From an optimization exercise on the open Yosys and OpenROAD flow, aimed at small area, a short achievable clock period and few clock cycles; shortcuts taken in it are not production practice. In this exercise RTL edits were held to simulation tests only and were not proved equivalent to the original.

==> inputs of exp/tundra <==
==> flow/design.v <==
module qd_core (
    input  wire        clk,
    input  wire        rst,             
    input  wire        req_valid,
    output wire        req_ready,
    input  wire [31:0] req_value,
    input  wire [31:0] req_cursor,
    input  wire [31:0] req_capacity,
    output wire        wr_valid,
    output wire [31:0] wr_addr,
    output wire [15:0] wr_data,
    output wire [1:0]  wr_be,
    output wire        rsp_valid,
    output wire [31:0] rsp_cursor,
    output wire [3:0]  rsp_len,
    output wire        rsp_status
);
    function [3:0] stp;
        input [3:0] x;
        begin
            stp[3] = (x[0] & x[2]) | (x[1] & x[2]);
            stp[2] = (~x[0] & ~x[1] & x[2]) | (x[0] & x[3]);
            stp[1] = (x[1] & ~x[2]) | (~x[0] & ~x[1] & x[2]) | (x[0] & x[1]) | (x[3]);
            stp[0] = (x[0] & ~x[2]) | (~x[0] & x[2]) | (x[3]);
        end
    endfunction
    function [3:0] dec;
        input [3:0] x;
        begin
            dec[3] = (x[0] & x[1] & x[3]);
            dec[2] = (x[2] & ~x[3]) | (~x[0] & x[3]) | (~x[1] & x[3]);
            dec[1] = (~x[0] & x[1]) | (x[1] & ~x[2] & ~x[3]) | (x[0] & ~x[1] & x[3]);
            dec[0] = (x[0] & ~x[2] & ~x[3]) | (~x[0] & x[3]) | (x[2] & x[3]);
        end
    endfunction
    function [11:0] dec8;
        input [7:0] b;
        reg   [11:0] s, t;
        reg   [12:0] ext;
        integer i, d;
        begin
            s = 12'd0;
            for (i = 0; i < 8; i = i + 1) begin
                ext = {s, b[7 - i]};
                for (d = 0; d < 3; d = d + 1)
                    t[4*d +: 4] = stp({s[4*d +: 3], ext[4*d]});
                s = t;
            end
            dec8 = s;
        end
    endfunction
    function [39:0] dd8;
        input [39:0] acc;
        input [7:0]  b;
        reg   [39:0] s, t;
        reg   [40:0] ext;
        integer i, d;
        begin
            s = acc;
            for (i = 0; i < 8; i = i + 1) begin
                ext = {s, b[7 - i]};
                for (d = 0; d < 10; d = d + 1)
                    if (d <= 7 || (d == 8 && i >= 2) || (d == 9 && i >= 5))
                        t[4*d +: 4] = stp({s[4*d +: 3], ext[4*d]});
                    else
                        t[4*d +: 4] = 4'd0;
                t[39] = 1'b0;        
                s = t;
            end
            dd8 = s;
        end
    endfunction
    reg         conv;        
    reg         beat;        
    reg         rsp;         
    reg         ready;       
    reg         st;          
    reg  [1:0]  cnt;         
    reg  [39:0] acc;         
    reg  [2:0]  p;           
    reg         single;      
    reg  [3:0]  len;         
    reg  [31:0] cur;         
    function [39:0] flip;
        input [39:0] x;
        integer k;
        begin
            for (k = 0; k < 10; k = k + 1) flip[4*k +: 4] = x[36-4*k +: 4];
        end
    endfunction
    wire        cap_small = (req_capacity[31:4] == 28'd0) && (req_capacity[3:0] < 4'd10);
    wire        nz3     = |req_value[31:24];
    wire        nz2     = |req_value[23:16];
    wire        nz1     = |req_value[15:8];
    wire [1:0]  top     = nz3 ? 2'd3 : nz2 ? 2'd2 : nz1 ? 2'd1 : 2'd0;
    wire [7:0]  topbyte = nz3 ? req_value[31:24] : nz2 ? req_value[23:16] :
                          nz1 ? req_value[15:8]  : req_value[7:0];
    wire [11:0] top_dec = dec8(topbyte);
    wire [23:0] low_bytes = {req_value[23:16] & {8{nz3}},
                             req_value[15:8]  & {8{nz3 | nz2}},
                             req_value[7:0]   & {8{nz3 | nz2 | nz1}}};
    wire        small_ge10  = (req_value[7:0] >= 8'd10);
    wire        small_ge100 = (req_value[7:0] >= 8'd100);
    wire [7:0]  nxt_byte = (cnt == 2'd3) ? acc[23:16] : (cnt == 2'd2) ? acc[15:8] : acc[7:0];
    wire [39:0] acc_dig  = {acc[39:24],
                            acc[23:16] & {8{cnt != 2'd3}},
                            acc[15:8]  & {8{cnt == 2'd1}},
                            acc[7:0]};
    wire [39:0] dig_step = dd8(flip(acc_dig), nxt_byte);
    wire [39:0] acc_dd   = flip(dig_step);
    wire [39:0] acc_step = {acc_dd[39:16],
                            (cnt == 2'd3) ? acc[15:8] : acc_dd[15:8],
                            (cnt != 2'd1) ? acc[7:0]  : acc_dd[7:0]};
    wire        pz4 = |dig_step[39:32];
    wire        pz3 = |dig_step[31:24];
    wire        pz2 = |dig_step[23:16];
    wire        pz1 = |dig_step[15:8];
    wire [2:0]  p_step = pz4 ? 3'd4 : pz3 ? 3'd3 : pz2 ? 3'd2 : pz1 ? 3'd1 : 3'd0;
    wire        odd_step = pz4 ? ~|dig_step[39:36] : pz3 ? ~|dig_step[31:28] :
                           pz2 ? ~|dig_step[23:20] : pz1 ? ~|dig_step[15:12] :
                           ~|dig_step[7:4];
    wire [3:0]  len_step = (pz4 ? 4'd10 : pz3 ? 4'd8 : pz2 ? 4'd6 : pz1 ? 4'd4 : 4'd2)
                           - {3'd0, odd_step};
    wire [39:0] dig = flip(acc);
    reg  [7:0]  pair;
    always @(*) begin
        case (p)
            3'd4:    pair = dig[39:32];
            3'd3:    pair = dig[31:24];
            3'd2:    pair = dig[23:16];
            3'd1:    pair = dig[15:8];
            default: pair = dig[7:0];
        endcase
    end
    wire [1:0]  step_len = beat ? (single ? 2'd1 : 2'd2) : 2'd0;
    wire        inc_c1   = cur[0] & step_len[0];
    wire        inc_h1   = cur[1] ^ step_len[1];
    wire        inc_c2   = (cur[1] & step_len[1]) | (inc_h1 & inc_c1);
    wire [31:0] cur_next;
    assign cur_next[0] = cur[0] ^ step_len[0];
    assign cur_next[1] = inc_h1 ^ inc_c1;
    genvar gi;
    generate
        for (gi = 2; gi < 32; gi = gi + 1) begin : g_inc
            if (gi == 2) begin : g_first
                assign cur_next[gi] = cur[gi] ^ inc_c2;
            end else begin : g_rest
                assign cur_next[gi] = cur[gi] ^ (inc_c2 & (&cur[gi-1:2]));
            end
        end
    endgenerate
    assign req_ready  = ready;
    assign wr_valid   = beat & ~rst;
    assign wr_addr    = cur;
    assign wr_data    = {4'h3, dec(pair[3:0]), 4'h3, dec(single ? pair[3:0] : pair[7:4])};
    assign wr_be      = {~single, 1'b1};
    assign rsp_valid  = rsp & ~rst;
    assign rsp_cursor = cur_next;
    assign rsp_len    = len;
    assign rsp_status = st;
    always @(posedge clk) begin
        if (rst) begin
            conv  <= 1'b0;
            beat  <= 1'b0;
            rsp   <= 1'b0;
            ready <= 1'b1;
        end else if (req_valid && ready) begin
            cur <= req_cursor;
            if (cap_small) begin
                st    <= 1'b1;
                len   <= 4'd0;
                conv  <= 1'b0;
                beat  <= 1'b0;
                rsp   <= 1'b1;
                ready <= 1'b1;
            end else begin
                st  <= 1'b0;
                cnt <= top;
                acc <= {top_dec[3:0], top_dec[7:4], top_dec[11:8], 4'd0, low_bytes};
                if (top == 2'd0) begin
                    conv   <= 1'b0;
                    beat   <= 1'b1;
                    p      <= {2'd0, small_ge100};
                    single <= ~small_ge10 | small_ge100;
                    len    <= small_ge100 ? 4'd3 : small_ge10 ? 4'd2 : 4'd1;
                    rsp    <= ~small_ge100;
                    ready  <= ~small_ge100;
                end else begin
                    conv  <= 1'b1;
                    beat  <= 1'b0;
                    rsp   <= 1'b0;
                    ready <= 1'b0;
                end
            end
        end else if (conv) begin
            acc <= acc_step;
            cnt <= cnt - 2'd1;
            if (cnt == 2'd1) begin
                conv   <= 1'b0;
                beat   <= 1'b1;
                p      <= p_step;
                single <= odd_step;
                len    <= len_step;
                rsp    <= (p_step == 3'd0);
                ready  <= (p_step == 3'd0);
            end
        end else if (beat) begin
            cur    <= cur_next;
            single <= 1'b0;
            p      <= p - 3'd1;
            rsp    <= (p == 3'd1);
            ready  <= (p[2:1] == 2'd0);
            if (p == 3'd0) beat <= 1'b0;
        end else begin
            rsp   <= 1'b0;
            ready <= 1'b1;
        end
    end
endmodule
==> flow/flow/run.sh <==
#!/bin/bash
# Layout flow: the standard synthesis and layout (standard.sh), with two
# changes to how the layout is made:
#  - the port buffers that global placement inserts are buf_1 cells rather
#    than the delay-buffer cells buffer_ports picks on its own;
set -euo pipefail
export BUFFER_PORTS_ARGS="-buffer_cell sky130_fd_sc_hd__buf_1"
export SETUP_SLACK_MARGIN="${QD_SETUP_MARGIN:-8.5}"
bash standard.sh synth > log_synth.txt 2>&1
bash standard.sh floorplan > log_floorplan.txt 2>&1
bash standard.sh place > log_place.txt 2>&1
bash standard.sh cts > log_cts.txt 2>&1
bash standard.sh route > log_route.txt 2>&1
bash standard.sh finish > log_finish.txt 2>&1
==> flow/standard.sh <==
#!/bin/bash
# synth_recipe.tcl (not shown) runs the flow's synth.tcl, then flattens the netlist and writes it again
# the make line also repeats each setting of config.mk as NAME=value (left out here)
make -C /OpenROAD-flow-scripts/flow DESIGN_CONFIG=/design/flow/config.mk WORK_HOME=/design/flow/orfs CLKGATE_MAP_FILE= SYNTH_SCRIPT=/design/flow/synth_recipe.tcl "${@:-finish}"
==> flow/config.mk <==
export PLATFORM = sky130hd
export DESIGN_NAME = qd_core
export DESIGN_NICKNAME = qd_core
export VERILOG_FILES = /design/flow/design.v
export SDC_FILE = /design/flow/constraint.sdc
export NUM_CORES = 4
export LEC_CHECK = 0
export ABC_AREA = 1
export CAP_MARGIN = 20
export CORE_MARGIN = 2
export CORE_UTILIZATION = 40
export SLEW_MARGIN = 20
==> flow/constraint.sdc <==
create_clock -name core_clock -period 16.0 [get_ports {clk}]
set_input_delay 3.2000 -clock core_clock [delete_from_list [all_inputs] [get_ports {clk}]]
set_output_delay 3.2000 -clock core_clock [all_outputs]
set_load 0.01 [all_outputs]
==> exp/delta (differences from exp/tundra) <==
==> flow/design.v, changed modules only <==
module qd_core (
    input  wire        clk,
    input  wire        rst,             
    input  wire        req_valid,
    output wire        req_ready,
    input  wire [31:0] req_value,
    input  wire [31:0] req_cursor,
    input  wire [31:0] req_capacity,
    output wire        wr_valid,
    output wire [31:0] wr_addr,
    output wire [15:0] wr_data,
    output wire [1:0]  wr_be,
    output wire        rsp_valid,
    output wire [31:0] rsp_cursor,
    output wire [3:0]  rsp_len,
    output wire        rsp_status
);
    function [3:0] stp;
        input [3:0] x;
        begin
            stp[3] = (x[0] & x[2]) | (x[1] & x[2]);
            stp[2] = (~x[0] & ~x[1] & x[2]) | (x[0] & x[3]);
            stp[1] = (x[1] & ~x[2]) | (~x[0] & ~x[1] & x[2]) | (x[0] & x[1]) | (x[3]);
            stp[0] = (x[0] & ~x[2]) | (~x[0] & x[2]) | (x[3]);
        end
    endfunction
    function [3:0] dec;
        input [3:0] x;
        begin
            dec[3] = (x[0] & x[1] & x[3]);
            dec[2] = (x[2] & ~x[3]) | (~x[0] & x[3]) | (~x[1] & x[3]);
            dec[1] = (~x[0] & x[1]) | (x[1] & ~x[2] & ~x[3]) | (x[0] & ~x[1] & x[3]);
            dec[0] = (x[0] & ~x[2] & ~x[3]) | (~x[0] & x[3]) | (x[2] & x[3]);
        end
    endfunction
    function [11:0] dec8;
        input [7:0] b;
        reg   [11:0] s, t;
        reg   [12:0] ext;
        integer i, d;
        begin
            s = 12'd0;
            for (i = 0; i < 8; i = i + 1) begin
                ext = {s, b[7 - i]};
                for (d = 0; d < 3; d = d + 1)
                    t[4*d +: 4] = stp({s[4*d +: 3], ext[4*d]});
                s = t;
            end
            dec8 = s;
        end
    endfunction
    function [39:0] dd8;
        input [39:0] acc;
        input [7:0]  b;
        reg   [39:0] s, t;
        reg   [40:0] ext;
        integer i, d;
        begin
            s = acc;
            for (i = 0; i < 8; i = i + 1) begin
                ext = {s, b[7 - i]};
                for (d = 0; d < 10; d = d + 1)
                    if (d <= 7 || (d == 8 && i >= 2) || (d == 9 && i >= 5))
                        t[4*d +: 4] = stp({s[4*d +: 3], ext[4*d]});
                    else
                        t[4*d +: 4] = 4'd0;
                s = t;
            end
            dd8 = s;
        end
    endfunction
    reg         conv;        
    reg         beat;        
    reg         rsp;         
    reg         ready;       
    reg         st;          
    reg  [1:0]  cnt;         
    reg  [23:0] vlo;         
    reg  [39:0] bcd;         
    reg  [2:0]  p;           
    reg         single;      
    reg  [3:0]  len;         
    reg  [31:0] cur;         
    wire        cap_small  = (req_capacity[31:4] == 28'd0) && (req_capacity[3:0] < 4'd10);
    wire        nz3     = |req_value[31:24];
    wire        nz2     = |req_value[23:16];
    wire        nz1     = |req_value[15:8];
    wire [1:0]  top     = nz3 ? 2'd3 : nz2 ? 2'd2 : nz1 ? 2'd1 : 2'd0;
    wire [7:0]  topbyte = nz3 ? req_value[31:24] : nz2 ? req_value[23:16] :
                          nz1 ? req_value[15:8]  : req_value[7:0];
    wire [11:0] top_dec = dec8(topbyte);
    wire        small_ge10  = (req_value[7:0] >= 8'd10);
    wire        small_ge100 = (req_value[7:0] >= 8'd100);
    wire [7:0]  nxt_byte = (cnt == 2'd3) ? vlo[23:16] : (cnt == 2'd2) ? vlo[15:8] : vlo[7:0];
    wire [39:0] bcd_step = dd8(bcd, nxt_byte);
    wire        pz4 = |bcd_step[39:32];
    wire        pz3 = |bcd_step[31:24];
    wire        pz2 = |bcd_step[23:16];
    wire        pz1 = |bcd_step[15:8];
    wire [2:0]  p_step = pz4 ? 3'd4 : pz3 ? 3'd3 : pz2 ? 3'd2 : pz1 ? 3'd1 : 3'd0;
    wire        odd_step = pz4 ? ~|bcd_step[39:36] : pz3 ? ~|bcd_step[31:28] :
                           pz2 ? ~|bcd_step[23:20] : pz1 ? ~|bcd_step[15:12] :
                           ~|bcd_step[7:4];
    reg  [7:0] pair;
    always @(*) begin
        case (p)
            3'd4:    pair = bcd[39:32];
            3'd3:    pair = bcd[31:24];
            3'd2:    pair = bcd[23:16];
            3'd1:    pair = bcd[15:8];
            default: pair = bcd[7:0];
        endcase
    end
    wire [1:0]  step_len = beat ? (single ? 2'd1 : 2'd2) : 2'd0;
    wire        inc_c1   = cur[0] & step_len[0];
    wire        inc_h1   = cur[1] ^ step_len[1];
    wire        inc_c2   = (cur[1] & step_len[1]) | (inc_h1 & inc_c1);
    wire [31:0] cur_next;
    assign cur_next[0] = cur[0] ^ step_len[0];
    assign cur_next[1] = inc_h1 ^ inc_c1;
    genvar gi;
    generate
        for (gi = 2; gi < 32; gi = gi + 1) begin : g_inc
            if (gi == 2) begin : g_first
                assign cur_next[gi] = cur[gi] ^ inc_c2;
            end else begin : g_rest
                assign cur_next[gi] = cur[gi] ^ (inc_c2 & (&cur[gi-1:2]));
            end
        end
    endgenerate
    assign req_ready  = ready;
    assign wr_valid   = beat & ~rst;
    assign wr_addr    = cur;
    assign wr_data    = {4'h3, dec(pair[3:0]), 4'h3, dec(single ? pair[3:0] : pair[7:4])};
    assign wr_be      = {~single, 1'b1};
    assign rsp_valid  = rsp & ~rst;
    assign rsp_cursor = cur_next;
    assign rsp_len    = len;
    assign rsp_status = st;
    always @(posedge clk) begin
        if (rst) begin
            conv  <= 1'b0;
            beat  <= 1'b0;
            rsp   <= 1'b0;
            ready <= 1'b1;
        end else if (req_valid && ready) begin
            cur <= req_cursor;
            if (cap_small) begin
                st    <= 1'b1;
                len   <= 4'd0;
                conv  <= 1'b0;
                beat  <= 1'b0;
                rsp   <= 1'b1;
                ready <= 1'b1;
            end else begin
                st  <= 1'b0;
                vlo <= req_value[23:0];
                cnt <= top;
                bcd <= {28'd0, top_dec};
                if (top == 2'd0) begin
                    conv   <= 1'b0;
                    beat   <= 1'b1;
                    p      <= {2'd0, small_ge100};
                    single <= ~small_ge10 | small_ge100;
                    len    <= small_ge100 ? 4'd3 : small_ge10 ? 4'd2 : 4'd1;
                    rsp    <= ~small_ge100;
                    ready  <= ~small_ge100;
                end else begin
                    conv  <= 1'b1;
                    beat  <= 1'b0;
                    rsp   <= 1'b0;
                    ready <= 1'b0;
                end
            end
        end else if (conv) begin
            bcd <= bcd_step;
            cnt <= cnt - 2'd1;
            if (cnt == 2'd1) begin
                conv   <= 1'b0;
                beat   <= 1'b1;
                p      <= p_step;
                single <= odd_step;
                len    <= {p_step, 1'b0} + 4'd2 - {3'd0, odd_step};
                rsp    <= (p_step == 3'd0);
                ready  <= (p_step == 3'd0);
            end
        end else if (beat) begin
            cur    <= cur_next;
            single <= 1'b0;
            p      <= p - 3'd1;
            rsp    <= (p == 3'd1);
            ready  <= (p[2:1] == 2'd0);
            if (p == 3'd0) beat <= 1'b0;
        end else begin
            rsp   <= 1'b0;
            ready <= 1'b1;
        end
    end
endmodule
--- a/flow/flow/run.sh
+++ b/flow/flow/run.sh
@@ -5,7 +5,7 @@
 #    than the delay-buffer cells buffer_ports picks on its own;
 set -euo pipefail
 export BUFFER_PORTS_ARGS="-buffer_cell sky130_fd_sc_hd__buf_1"
-export SETUP_SLACK_MARGIN="${QD_SETUP_MARGIN:-8.5}"
+export SETUP_SLACK_MARGIN="${QD_SETUP_MARGIN:-9.0}"
 bash standard.sh synth > log_synth.txt 2>&1
 bash standard.sh floorplan > log_floorplan.txt 2>&1
 bash standard.sh place > log_place.txt 2>&1
Settings changed: CORE_UTILIZATION 40 to 65.
==> results by group <==
Clock network
  – Clock slew at reported path FFs: roughly 0.070 ns

Cells and area
  – Multi-input combinational area share: 56.9%
  – Post-route cell area: between 0.01 and 0.015 mm^2
  – Biggest register: acc
  – Largest registers: acc (40), cur (32), len (4)

Floorplanning
  – Die area: ~0.027 mm^2
  – Tap cells: 330

Placement
  – DP Cell Count: ~2,100

Critical path
  – WP depth: 32

GRT
  – Antenna violations before repair: 0
  – Pin count of the biggest net entering global routing: 65

Synth
  – Xor/xnor share of the synthesized area: between 1.5 and 2%
  – Register bit total from synthesis: 87

Outcome
  – Run status: finished clean
(the above is from exp/tundra)
==> results by group <==
Outcome
  – Run status: finished clean

Cells and area
  – Post-route cell area: around 0.012 mm^2
  – Largest registers: bcd (40), cur (32), vlo (24)
  – Multi-input combinational area share: about half

Synth
  – Xor/xnor share of the synthesized area: under 10%
  – Seq/Total Area, Yosys: approximately 31%
  – Register bit total from synthesis: between 100 and 150

GRT
  – Antenna violations before repair: 1
  – Pin count of the biggest net entering global routing: 56

Clock network
  – Clock slew at reported path FFs: 0.08 ns

Critical path
  – Critical path capture point: rsp_cursor[31]
  – WP depth: 34

Placement
  – DP Cell Count: around 1,900

Floorplanning
  – Die area: 0.0174 mm^2
(the above is from exp/delta)
Testbench counts of exp/tundra, summed over its fixed seeds: cycles 15,321.
Testbench counts of exp/delta, summed over its fixed seeds: cycles 15,321.

port drivers added, routing unchanged:
Ports are ideal in the flow. The routed layouts listed here were re-timed in OpenROAD.
Step 1 assumes that a clkbuf_16 drives the clock port and a buf_2 every other input.
Step 2, shift: input delay + t, output delay - t, t = (earliest + latest rising clock arrival at the registers) / 2. This alone moves slack from input paths to output paths.
Slacks: no drivers / after step 1 / after step 2; pairs: no drivers / after step 1.
| run | t, ns | setup WS [ns] | clock arrival spread, ns |
|---|---|---|---|
| exp/tundra | 0.387 | 8.788 / 8.743 / 8.428 | 0.010 / 0.010 |
| exp/delta | 0.407 | 8.527 / 8.481 / 8.888 | 0.018 / 0.018 |
After both steps every run listed still meets setup and hold. For exp/tundra, which loses most, drivers alone change the setup slack by -0.045 ns; drivers and shift together by -0.360 ns.
